What follows belongs to an exercise in optimizing a design on an open flow for small area and few clock cycles; a production flow would make more cautious choices.
In this exercise RTL edits were held to simulation tests only and were not proved equivalent to the original.
No activity file was given, so power comes from the tool's default toggle rates.

==> design/flow/design.v <==
module jtag_acc (
    input  wire        clk,
    input  wire        rst,
    input  wire        cmd_valid,
    output wire        cmd_ready,
    input  wire [31:0] cmd_word,
    output wire        rsp_valid,
    output wire [2:0]  rsp_status,
    output wire        tx_valid,
    input  wire        tx_ready,
    output reg  [7:0]  tx_data,
    input  wire        rx_valid,
    output wire        rx_ready,
    input  wire [7:0]  rx_data,
    input  wire        link_err,
    output wire        busy,
    output reg         err,
    output reg  [1:0]  err_kind,
    output reg         sess_open,
    output wire [31:0] nbits,
    output reg         diag_valid,
    output reg  [5:0]  diag_index,
    output reg  [7:0]  diag_obs,
    output reg  [7:0]  diag_mask,
    output reg  [7:0]  diag_exp
);
    localparam CAP_BYTES = 32;
    localparam CAP_BITS  = 8 * CAP_BYTES;
    localparam [2:0] ST_OK      = 3'd0;
    localparam [2:0] ST_ALREADY = 3'd1;
    localparam [2:0] ST_VMIS    = 3'd2;
    localparam [2:0] ST_CONN    = 3'd3;
    localparam [2:0] ST_ILLEGAL = 3'd4;
    localparam [2:0] ST_NOSESS  = 3'd5;
    localparam [1:0] EK_NONE = 2'd0;
    localparam [1:0] EK_VMIS = 2'd1;
    localparam [1:0] EK_CONN = 2'd2;
    localparam [3:0] OP_SETUP    = 4'h1;
    localparam [3:0] OP_RECORD   = 4'h2;
    localparam [3:0] OP_WAIT     = 4'h3;
    localparam [3:0] OP_FLUSH    = 4'h4;
    localparam [3:0] OP_SHUTDOWN = 4'h5;
    localparam [2:0] P_IDLE = 3'd0;
    localparam [2:0] P_RSP  = 3'd1;    
    localparam [2:0] P_WAIT = 3'd2;    
    localparam [2:0] P_HDR  = 3'd3;    
    localparam [2:0] P_TMS  = 3'd4;
    localparam [2:0] P_TDI  = 3'd5;
    localparam [2:0] P_RX   = 3'd6;
    reg [CAP_BITS-1:0] pl_tms;
    reg [CAP_BITS-1:0] pl_tdi;
    reg [CAP_BITS-1:0] pl_exp;
    reg [CAP_BITS-1:0] pl_mask;
    reg [2:0]  ph;
    reg [8:0]  n;           
    reg [4:0]  idx;         
    reg [2:0]  status;
    reg [23:0] wcnt;        
    reg        wtms;
    reg        in_wait;     
    assign nbits = {23'd0, n};
    assign cmd_ready  = (ph == P_IDLE) || (ph == P_RSP);
    assign busy       = (ph != P_IDLE);
    assign rsp_valid  = (ph == P_RSP);
    assign rsp_status = status;
    assign tx_valid   = (ph == P_HDR) || (ph == P_TMS) || (ph == P_TDI);
    assign rx_ready   = (ph == P_RX);
    wire [3:0] op = cmd_word[31:28];
    reg        illegal;
    always @(*) begin
        case (op)
            OP_SETUP, OP_FLUSH, OP_SHUTDOWN: illegal = (cmd_word[27:0] != 28'd0);
            OP_RECORD:                       illegal = (cmd_word[27:5] != 23'd0);
            OP_WAIT:                         illegal = (cmd_word[27:25] != 3'd0);
            default:                         illegal = 1'b1;
        endcase
    end
    wire accept   = cmd_valid && cmd_ready;
    wire legal_go = accept && !illegal && (sess_open || op == OP_SETUP);
    wire rec_go   = legal_go && op == OP_RECORD && !err;
    wire n_zero   = (n == 9'd0);
    wire [3:0] w_end  = {1'b0, n[2:0]} + ((wcnt[23:3] != 21'd0) ? 4'd8 : {1'b0, wcnt[2:0]});
    wire       w_wrap = w_end[3];
    wire [3:0] w_k    = (w_wrap ? 4'd8 : w_end) - {1'b0, n[2:0]};
    reg  [7:0] w_mask;
    integer j;
    always @(*) begin
        for (j = 0; j < 8; j = j + 1)
            w_mask[j] = (j >= n[2:0]) && (w_wrap || j < w_end[2:0]);
    end
    wire [8:0]  w_n    = w_wrap ? {n[8:3] + 6'd1, 3'd0} : {n[8:3], w_end[2:0]};
    wire [23:0] w_cnt  = wcnt - {20'd0, w_k};
    wire       in_w    = (ph == P_WAIT);
    wire       wr_en   = rec_go || in_w;
    wire [7:0] wr_bits = in_w ? w_mask : (8'd1 << n[2:0]);
    wire       d_tms   = in_w ? wtms : cmd_word[0];
    wire       d_tdi   = !in_w && cmd_word[1];
    wire       d_exp   = !in_w && cmd_word[3] && cmd_word[2];
    wire       d_mask  = !in_w && cmd_word[3];
    wire [31:0] wr_byte = wr_en ? (32'd1 << n[7:3]) : 32'd0;
    integer b, i;
    always @(posedge clk) begin
        for (b = 0; b < CAP_BYTES; b = b + 1)
            for (i = 0; i < 8; i = i + 1)
                if (wr_byte[b] && wr_bits[i]) begin
                    pl_tms[b*8+i]  <= d_tms;
                    pl_tdi[b*8+i]  <= d_tdi;
                    pl_exp[b*8+i]  <= d_exp;
                    pl_mask[b*8+i] <= d_mask;
                end
    end
    wire [8:0] nm1      = n - 9'd1;
    wire       at_last  = (idx == nm1[7:3]);
    wire [7:0] tail     = (n[2:0] == 3'd0) ? 8'hFF : ((8'd1 << n[2:0]) - 8'd1);
    wire [7:0] rmask    = at_last ? tail : 8'hFF;
    wire [7:0] r_tms    = pl_tms[idx*8 +: 8] & rmask;
    wire [7:0] r_tdi    = pl_tdi[idx*8 +: 8] & rmask;
    wire [7:0] r_exp    = pl_exp[idx*8 +: 8] & rmask;
    wire [7:0] r_mask   = pl_mask[idx*8 +: 8] & rmask;
    always @(*) begin
        case (ph)
            P_HDR: begin
                case (idx[3:0])
                    4'd0:    tx_data = 8'h73;   
                    4'd1:    tx_data = 8'h68;   
                    4'd2:    tx_data = 8'h69;   
                    4'd3:    tx_data = 8'h66;   
                    4'd4:    tx_data = 8'h74;   
                    4'd5:    tx_data = 8'h3A;   
                    4'd6:    tx_data = n[7:0];
                    4'd7:    tx_data = {7'd0, n[8]};
                    default: tx_data = 8'h00;
                endcase
            end
            P_TMS:   tx_data = r_tms;
            default: tx_data = r_tdi;
        endcase
    end
    wire mismatch = ((rx_data & r_mask) != r_exp);
    always @(posedge clk) begin
        if (rst) begin
            ph         <= P_IDLE;
            n          <= 9'd0;
            err        <= 1'b0;
            err_kind   <= EK_NONE;
            sess_open  <= 1'b0;
            diag_valid <= 1'b0;
            diag_index <= 6'd0;
            diag_obs   <= 8'd0;
            diag_mask  <= 8'd0;
            diag_exp   <= 8'd0;
        end else begin
            case (ph)
                P_IDLE, P_RSP: begin
                    if (!cmd_valid) begin
                        ph <= P_IDLE;
                    end else if (illegal) begin
                        status <= ST_ILLEGAL;
                        ph     <= P_RSP;
                    end else if (!sess_open && op != OP_SETUP) begin
                        status <= ST_NOSESS;
                        ph     <= P_RSP;
                    end else begin
                        idx     <= 5'd0;
                        in_wait <= 1'b0;
                        case (op)
                            OP_SETUP: begin
                                n          <= 9'd0;
                                err        <= 1'b0;
                                err_kind   <= EK_NONE;
                                diag_valid <= 1'b0;
                                diag_index <= 6'd0;
                                diag_obs   <= 8'd0;
                                diag_mask  <= 8'd0;
                                diag_exp   <= 8'd0;
                                sess_open  <= 1'b1;
                                status     <= ST_OK;
                                ph         <= P_RSP;
                            end
                            OP_RECORD: begin
                                if (err) begin
                                    status <= ST_ALREADY;
                                    ph     <= P_RSP;
                                end else begin
                                    n <= n + 9'd1;
                                    if (n == CAP_BITS - 1 || cmd_word[4]) begin
                                        ph <= P_HDR;
                                    end else begin
                                        status <= ST_OK;
                                        ph     <= P_RSP;
                                    end
                                end
                            end
                            OP_WAIT: begin
                                if (err) begin
                                    status <= (cmd_word[23:0] != 24'd0 || !n_zero) ? ST_ALREADY : ST_OK;
                                    ph     <= P_RSP;
                                end else if (cmd_word[23:0] != 24'd0) begin
                                    wcnt    <= cmd_word[23:0];
                                    wtms    <= cmd_word[24];
                                    in_wait <= 1'b1;
                                    ph      <= P_WAIT;
                                end else if (n_zero) begin
                                    status <= ST_OK;
                                    ph     <= P_RSP;
                                end else begin
                                    ph <= P_HDR;
                                end
                            end
                            default: begin   
                                if (op == OP_SHUTDOWN)
                                    sess_open <= 1'b0;
                                if (n_zero) begin
                                    status <= ST_OK;
                                    ph     <= P_RSP;
                                end else if (err) begin
                                    status <= ST_ALREADY;
                                    ph     <= P_RSP;
                                end else begin
                                    ph <= P_HDR;
                                end
                            end
                        endcase
                    end
                end
                P_WAIT: begin
                    n    <= w_n;
                    wcnt <= w_cnt;
                    idx  <= 5'd0;
                    if (w_n[8]) begin
                        ph <= P_HDR;                
                    end else if (w_cnt == 24'd0) begin
                        in_wait <= 1'b0;            
                        ph      <= P_HDR;
                    end
                end
                P_HDR, P_TMS, P_TDI: begin
                    if (link_err) begin
                        err      <= 1'b1;
                        err_kind <= EK_CONN;
                        status   <= ST_CONN;
                        ph       <= P_RSP;
                    end else if (tx_ready) begin
                        idx <= idx + 5'd1;
                        if (ph == P_HDR) begin
                            if (idx[3:0] == 4'd9) begin
                                idx <= 5'd0;
                                ph  <= P_TMS;
                            end
                        end else if (at_last) begin
                            idx <= 5'd0;
                            ph  <= (ph == P_TMS) ? P_TDI : P_RX;
                        end
                    end
                end
                P_RX: begin
                    if (link_err) begin
                        err        <= 1'b1;
                        err_kind   <= EK_CONN;
                        status     <= ST_CONN;
                        diag_valid <= 1'b0;
                        diag_index <= 6'd0;
                        diag_obs   <= 8'd0;
                        diag_mask  <= 8'd0;
                        diag_exp   <= 8'd0;
                        ph         <= P_RSP;
                    end else if (rx_valid) begin
                        idx <= idx + 5'd1;
                        if (mismatch && !diag_valid) begin
                            diag_valid <= 1'b1;
                            diag_index <= {1'b0, idx};
                            diag_obs   <= rx_data;
                            diag_mask  <= r_mask;
                            diag_exp   <= r_exp;
                        end
                        if (at_last) begin
                            idx <= 5'd0;
                            if (mismatch || diag_valid) begin
                                err      <= 1'b1;
                                err_kind <= EK_VMIS;
                                status   <= ST_VMIS;
                                ph       <= P_RSP;
                            end else begin
                                n      <= 9'd0;
                                status <= ST_OK;
                                ph     <= (in_wait && wcnt != 24'd0) ? P_WAIT : P_RSP;
                            end
                        end
                    end
                end
                default: ph <= P_IDLE;
            endcase
        end
    end
endmodule
==> design/flow/run.sh <==
#!/bin/bash
# synth_recipe.tcl (not shown) runs the flow's synth.tcl, then flattens the netlist and writes it again
# the make line also repeats each setting of config.mk as NAME=value (left out here)
make -C /OpenROAD-flow-scripts/flow DESIGN_CONFIG=/design/flow/config.mk WORK_HOME=/design/flow/orfs CLKGATE_MAP_FILE= SYNTH_SCRIPT=/design/flow/synth_recipe.tcl finish
==> design/flow/config.mk <==
export PLATFORM = sky130hd
export DESIGN_NAME = jtag_acc
export DESIGN_NICKNAME = jtag_acc
export VERILOG_FILES = /design/flow/design.v
export SDC_FILE = /design/flow/constraint.sdc
export NUM_CORES = 4
export LEC_CHECK = 0
export CAP_MARGIN = 20
export CORE_MARGIN = 2
export CORE_UTILIZATION = 40
export SLEW_MARGIN = 20
==> design/flow/constraint.sdc <==
create_clock -name core_clock -period 10.0 [get_ports {clk}]
set_input_delay 2.0000 -clock core_clock [delete_from_list [all_inputs] [get_ports {clk}]]
set_output_delay 2.0000 -clock core_clock [all_outputs]
set_load 0.01 [all_outputs]
==> out/qor.yml <==
routabilityCongestion: 0.8826
fmax_ghz: 0.1312
synthTopCellsByCount: "1058 x edfxtp_1, 332 x nor2_1, 238 x mux4_2"
die_h_um: 344.9
dpl_worst_slack_ns: 2.452
grt_max_degree: 119
die_w_um: 344.9
hold_violations: 0
setup_ws_ns: 2.376
syn_to_final_growth_pct: 13.10
arrival_ns: 8.17
timing.max_cap.violations: 0
ys_top_cells_by_area: "edfxtp_1 68%, mux4_2 12%, mux2i_1 2.9%, nor2_1 2.7%, dfxtp_1 2.0%"
syn_avg_cell_area_um2: 16.93
cts_htree_levels: 3
relSlewSlack_pct: 22.85
cts_root_buffer: "clkbuf_16"
clock_latency_ns: 0.71
ys.flop_type: "edfxtp_1"
synth_edf_count: 1058
crit_path_max_fanout: 6
drt-total-wl_um: 126900
detail-route-antenna-nets: 0
crit_required_ns: 10.55
pin_count: 129
dr.pass1.iters: 6
final_cells: 4466
ys_ff_latch: 1104
antenna_found_initial: 3
worstSetupStartpointType: "register"
worst-path-buf-inv: 1
reg2regPathDepth: 26
async_reset_ff_share_pct: 0
status: "complete, no violations"
grtUsageTotal_pct: 21.20
final_core_util_pct: 45.43
tns_ns: 0
finalSetupViolations: 0
overflow: 0
routed_via_density: 5.877
wl_per_cell_um: 28.41
clock_skew_ns: 0.02555
worst_slew_pin_slew_ns: 1.152
cts.repair.resized: 0
initial_core_util_pct: 40.17
cts.sinks: 1104
clk_path_buf_depth: 3
cpLargestDelayFamily: "simple AND/OR/NAND/NOR gates"
synth_top_area_cell: "edfxtp_1"
cts_setup_buffers: 0
cp_slowest_stage_delay_ns: 0.60
coreArea_um2: 115700
crit_slowest_cell: "or4_1"
syn_inst: 2747
drt-initial-drc-count: 2960
drv_slew: 0
cp-end-kind: "register"
rsz0062_at_grt: "false"
rows: 125
yosysSeqAreaShare_pct: 70.31
peakVddDrop_mv: 0.1383
synth_top_area_share_pct: 68.33
io_buffers: 104
p_per_area_nw_per_um2: 175.8
fillCellCount: 9870
dp.final_hpwl_um: 79510
critical_path_class: "reg2reg"
synth_area_um2: 46490
cp.depth: 26
grt_pass1_vias: 26500
layout.nets: 2930
finalPower_uw: 9243
drc: 0
num_vias: 26250
cts-hold-fix-buffers: 0
die_area_um2: 119000
leakagePower_uw: 0.01657
grt_pass1_wl_um: 184100
drive_gt1_share_pct: 16.70
finalCritPeriodShare_pct: 76.24
holdPathStages: 2
cts_made_buffers: 113
clk_pin_slew_ns: 0.06
finalCriticalPeriod_ns: 7.624
cts_tree: "yes"
yosys_warnings: 1
hold_path_class: "reg2reg"
dp.cells: 4263
yosysUniqueCellTypes: 88
synth_most_common_cell: "edfxtp_1"
-- cell families after synthesis --
logic type / count (synthesis) / share of synthesized area [%]
fa+ha+maj: 31 / 0.8612
simple gates: 673 / 6.467
compound gates: 300 / 4.594
other cells: 1 / 0.008066
flops: 1104 / 70.31
mux: 379 / 14.59
buf+inv: 214 / 2.322
xor+xnor: 45 / 0.8477
-- power by group --
part	leakage [uW]	switching, uW	internal, uW	total [uW]
registers	0.00991	1.32	5070	5070
clock network	0.00172	1750	2270	4020
logic	0.00494	115	31.9	147
total	0.0166	1870	7370	9240
-- stage by stage --
stage | hold slack, ns | instance area [um2]
6_report | 0.4721 | 52580
5_1_grt | 0.4850 | 52580
4_1_cts | 0.4756 | 52560
3_5_place_dp | 0.4546 | 49050
3_3_place_gp | 0.4549 | 49050
2_1_floorplan | 0.4721 | 46580
-- cell type report --
cell class              instances  area [um2]  share of cell area, %
inverters                      33       128.9                 0.2451
flip-flops and latches       1104       32690                  62.17
repair buffers                150        1451                  2.760
clock buffers                 140        2992                  5.689
diodes                          1       2.502               0.004759
well taps                    1524        1907                  3.626
clock inverters                62       516.7                 0.9827
multi-input cells            1452       12890                  24.52
-- worst reg2reg max path, cell delays in order (launching register included) --
cell and delay, ns:
edfxtp_1 0.48, or4_1 0.60, nor3_2 0.32, nand3_1 0.17
nor4_2 0.59, nand2_1 0.20, inv_1 0.10, ha_1 0.22
a21o_1 0.16, a21oi_1 0.29, xor2_1 0.43, nor2_1 0.16
xnor2_1 0.16, ha_1 0.21, a21oi_1 0.15, xnor2_1 0.13
ha_1 0.29, a21o_1 0.19, a21oi_1 0.47, nand4_1 0.26
xnor2_1 0.20, a2111oi_0 0.32, nand3_1 0.14, or4_1 0.46
a32oi_1 0.43, mux2i_1 0.26, nor2_1 0.05
-- routing by layer --
metal	global-route usage, %	wire (um)	vias to the layer above	share of wire (%)
met5	0	13	-	0.010
met4	5.799	3208	2	2.5
met3	4.293	11940	191	9.4
met2	34.13	60010	1345	47
met1	29.43	51690	13650	41
li1	-	-	11060	-
-- cell usage in the layout (no fill, tap or decap), types with 9 or more instances in the layout --
| cell type | n |
|---|---|
| nor4_1 | 11 |
| clkbuf_1 | 23 |
| clkdlybuf4s50_1 | 104 |
| clkbuf_16 | 115 |
| a32oi_1 | 10 |
| xor2_1 | 15 |
| a21oi_1 | 49 |
| edfxtp_1 | 1058 |
| a31oi_1 | 10 |
| nand4_1 | 16 |
| clkinv_2 | 23 |
| o21ai_0 | 49 |
| a211oi_1 | 10 |
| buf_4 | 38 |
| nor2_1 | 331 |
| and3_1 | 13 |
| nand2b_1 | 10 |
| or2_2 | 9 |
| and2_1 | 15 |
| conb_1 | 24 |
| ha_1 | 28 |
| nor2b_1 | 14 |
| xnor2_1 | 30 |
| o31ai_1 | 11 |
| o22ai_1 | 12 |
| mux4_2 | 238 |
| dfxtp_1 | 46 |
| a22o_1 | 21 |
| nand3_1 | 47 |
| clkinv_1 | 25 |
| nor3_1 | 26 |
| a21o_1 | 10 |
| o211ai_1 | 11 |
| mux2i_1 | 133 |
| a22oi_1 | 31 |
| nand2_1 | 141 |
| inv_1 | 29 |
-- worst paths after layout --
kind / startpoint / to / slack [ns]
worst max-delay path: wcnt[6]$_DFFE_PP_ / ph[2]$_SDFFE_PP0P_ / 2.38
worst min-delay path: diag_exp[4]$_SDFFE_PP0P_ / diag_exp[4]$_SDFFE_PP0P_ / 0.47
worst max register to register: wcnt[6]$_DFFE_PP_ / ph[2]$_SDFFE_PP0P_ / 2.38
worst min register to register: diag_exp[4]$_SDFFE_PP0P_ / diag_exp[4]$_SDFFE_PP0P_ / 0.47
-- registers in the layout (all words and copies together) (netlist names), 2 cells and up --
register,cells
pl_exp,256
pl_mask,256
pl_tdi,256
pl_tms,256
wcnt,24
n,9
diag_exp,8
diag_mask,8
diag_obs,8
diag_index,5
idx,5
ph,3
status,3
err_kind,2
Testbench counts, summed over its fixed seeds: cycles 56,487.

-- re-timing with driven ports --
How much do the figures lean on ideal ports? The routed layout below was timed once more, with nothing changed but the port constraints.
Step 1 sets driving cells, clkbuf_16 on the clock port and buf_2 on the other inputs (assumed; they add their load-dependent delay and slew).
Step 2 times the ports against the registers' clock, not the clock port: input delays grow and output delays shrink by t, the midpoint of the rising clock arrivals with the driver on.
a / b / c = ideal ports / drivers / drivers and shift; a / b = the first two.
t (ns): 0.768
slack for setup (ns): 2.376 / 2.376 / 2.376
hold slack, ns: 0.472 / 0.472 / 0.472
worst setup path at the end: register to register
worst data-port slew with drivers (ns): 0.05
After both steps setup and hold are still met in this run. The setup slack of this run moves by 0.000 ns with the drivers and by 0.000 ns with both steps.
